Context: an optimization exercise on an open-source flow, tuned for small area, a short achievable clock period and few clock cycles per item. The choices shown serve that exercise and are no tape-out recipe.
RTL that was checked went through simulation tests only; none was proved equivalent to the original.
Power is estimated from default activity; no workload was simulated.

## pulse_tx_codec
module pulse_tx_codec (
    input  wire       clk,
    input  wire       rst,         
    input  wire       in_valid,
    input  wire [7:0] in_data,
    input  wire       in_last,
    output wire       in_ready,
    output wire       out_valid,
    output wire [7:0] out_data,
    input  wire       out_ready
);
    localparam [7:0] FLAG = 8'h55;
    localparam [2:0] W_IDLE  = 3'd0;    
    localparam [2:0] W_START = 3'd1;    
    localparam [2:0] W_DATA  = 3'd2;    
    localparam [2:0] W_FCS   = 3'd3;    
    localparam [2:0] W_CLOSE = 3'd4;    
    function [31:0] crc32_byte(input [31:0] crc_in, input [7:0] d);
        integer k;
        reg [31:0] r;
        begin
            r = crc_in ^ {24'd0, d};
            for (k = 0; k < 8; k = k + 1)
                r = r[0] ? ((r >> 1) ^ 32'hEDB8_8320) : (r >> 1);
            crc32_byte = r;
        end
    endfunction
    reg         ir;          
    assign in_ready = ir;
    reg         oa_v, ob_v;
    reg  [7:0]  oa_d, ob_d;
    reg  [7:0]  od;          
    wire        push;                    
    wire [7:0]  push_d;
    assign out_valid = oa_v;
    assign out_data  = od;
    reg  [256*9-1:0] ring;
    reg  [7:0]  da;          
    reg  [7:0]  db;          
    reg         rp, wp;      
    reg         vp;          
  ...
Size: about 3300 cells after synthesis, about 2400 flip-flops, ~0.055 mm² of cells after synthesis.
==> flow/config.mk <==
export PLATFORM = sky130hd
export DESIGN_NAME = pulse_tx_codec
export DESIGN_NICKNAME = pulse_tx_codec
export VERILOG_FILES = /design/flow/design.v
export SDC_FILE = /design/flow/constraint.sdc
export NUM_CORES = 4
export LEC_CHECK = 0
export CAP_MARGIN = 20
export CORE_MARGIN = 2
export CORE_UTILIZATION = 60
export CTS_CLUSTER_DIAMETER = 80
export CTS_CLUSTER_SIZE = 30
export SETUP_SLACK_MARGIN = 5.0
export SLEW_MARGIN = 20
==> flow/constraint.sdc <==
create_clock -name core_clock -period 8.0 [get_ports {clk}]
set_input_delay 1.6000 -clock core_clock [delete_from_list [all_inputs] [get_ports {clk}]]
set_output_delay 1.6000 -clock core_clock [all_outputs]
set_load 0.01 [all_outputs]
standard.sh (not shown) runs the stock make flow with config.mk's settings and CLKGATE_MAP_FILE= SYNTH_SCRIPT=/design/flow/synth_recipe.tcl, a recipe that flattens the netlist after the stock synthesis.
==> flow/flow/run.sh <==
#!/bin/bash
set -euo pipefail
MARGIN=5.35
sed "s/SETUP_SLACK_MARGIN=[0-9.]*/SETUP_SLACK_MARGIN=${MARGIN}/" standard.sh > standard_margin.sh
grep -q "SETUP_SLACK_MARGIN=${MARGIN}" standard_margin.sh
bash standard_margin.sh > flow.log 2>&1
The baseline produced a clean layout.
Testbench counts at the start, summed over its fixed seeds: cycles 97,641, items 900.
Next try:
--- a/flow/design.v
+++ b/flow/design.v
@@ -47,14 +47,14 @@
     reg         is_code;     
     reg         head_ok;     
     wire [255:0] ta;
     genvar gi;
     generate
         for (gi = 0; gi < 256; gi = gi + 1) begin : g_ta
-            if (gi >= 1 && gi <= 253)
-                assign ta[gi] = ring[(253-gi)*9 + 8];
+            if (gi >= 1 && gi <= 254)
+                assign ta[gi] = ring[(254-gi)*9 + 8];
             else
                 assign ta[gi] = 1'b0;
         end
     endgenerate
     wire [6:0]  f0, f1, f2, f3;
     genvar gg;
@@ -90,23 +90,18 @@
             if (gg == 0) begin : a0 assign f0 = fr; end
             if (gg == 1) begin : a1 assign f1 = fr; end
             if (gg == 2) begin : a2 assign f2 = fr; end
             if (gg == 3) begin : a3 assign f3 = fr; end
         end
     endgenerate
-    reg  [6:0]  g0, g1, g2, g3;
-    reg         g1_55;       
-    wire        t254 = ring[8];
-    wire        g3v  = g3[6] || t254;
-    wire [5:0]  g3i  = g3[6] ? g3[5:0] : 6'd62;
-    wire        found = g0[6] || g1[6] || g2[6] || g3v;
-    wire [7:0]  code_n = g0[6] ? {2'd0, g0[5:0]} :
-                         g1[6] ? {2'd1, g1[5:0]} :
-                         g2[6] ? {2'd2, g2[5:0]} :
-                         g3v   ? {2'd3, g3i}     : 8'hFF;
-    wire        code_55 = !g0[6] && g1[6] && g1_55;
+    wire        found = f0[6] || f1[6] || f2[6] || f3[6];
+    wire [7:0]  code_n = f0[6] ? {2'd0, f0[5:0]} :
+                         f1[6] ? {2'd1, f1[5:0]} :
+                         f2[6] ? {2'd2, f2[5:0]} :
+                         f3[6] ? {2'd3, f3[5:0]} : 8'hFF;
+    wire        code_55 = !f0[6] && f1[6] && (f1[5:0] == 6'd21);
     reg  [7:0]  code_q;      
     wire        consume = rp && !empty && !ob_v && head_ok;
     assign push   = consume;
     assign push_d = is_code ? code_q : head[7:0];
     reg  [2:0]  wst;
     reg  [7:0]  run;         
@@ -167,17 +162,12 @@
     wire        consume_n = rp_n && !empty_n && !ob_v_n && head_ok_n;
     wire        ir_n = (wst_n == W_DATA) && !run_full_n &&
                        (empty_n || (wp_n && (!full_n || consume_n)));
     always @(posedge clk) begin
         ring <= {ring[255*9-1:0],
                  write ? nslot : {head[8] && vp && !consume, head[7:0]}};
-        g0 <= f0;
-        g1 <= f1;
-        g2 <= f2;
-        g3 <= f3;
-        g1_55 <= (f1[5:0] == 6'd21);
         code_q  <= code_55 ? 8'h00 : code_n;
         is_code <= next_head[8] && !next_head[0];
         head_ok <= head_ok_n;
         rp <= rp_n;
         wp <= wp_n;
         vp <= !empty_n && (rp_n || (vp && !wp_n));
Effect: Global-route usage is about the same; routed wire length climbs by 0.70%; sequential power stays flat; worst setup slack is worse by 0.12 ns; fmax shrinks by 4.2%; clock power went down by about 2%; first-iteration DRC count went down by 0.86%; via count came out higher by 1.4%; clock-buffer cell count shrinks by 1.
Function not checked in the second run of this note: the RTL went through the layout flow alone.

-- static timing again, ports no longer ideal --
The flow's constraints put no driver on any port. The routed layouts listed below were extracted and timed again, unchanged, in two steps. Step 1 sets driving cells, clkbuf_16 on the clock port and buf_2 on the other inputs (assumed; they add their load-dependent delay and slew). Step 2 times the ports against the registers' clock, not the clock port: input delays grow and output delays shrink by t, the midpoint of the rising clock arrivals with the driver on. Three values: ideal, step 1, step 2; two values: the first two.
run	t, ns	slack for setup (ns)	clock arrival spread, ns	worst slew at a driven data input, ns
the first run	0.733	5.271 / 5.209 / 4.671	0.025 / 0.024	0.04
the second run	0.733	5.153 / 5.143 / 4.608	0.030 / 0.030	0.12
After both steps every run listed still meets setup and hold. For the first run, which loses most, drivers alone change the setup slack by -0.062 ns; drivers and shift together by -0.600 ns.
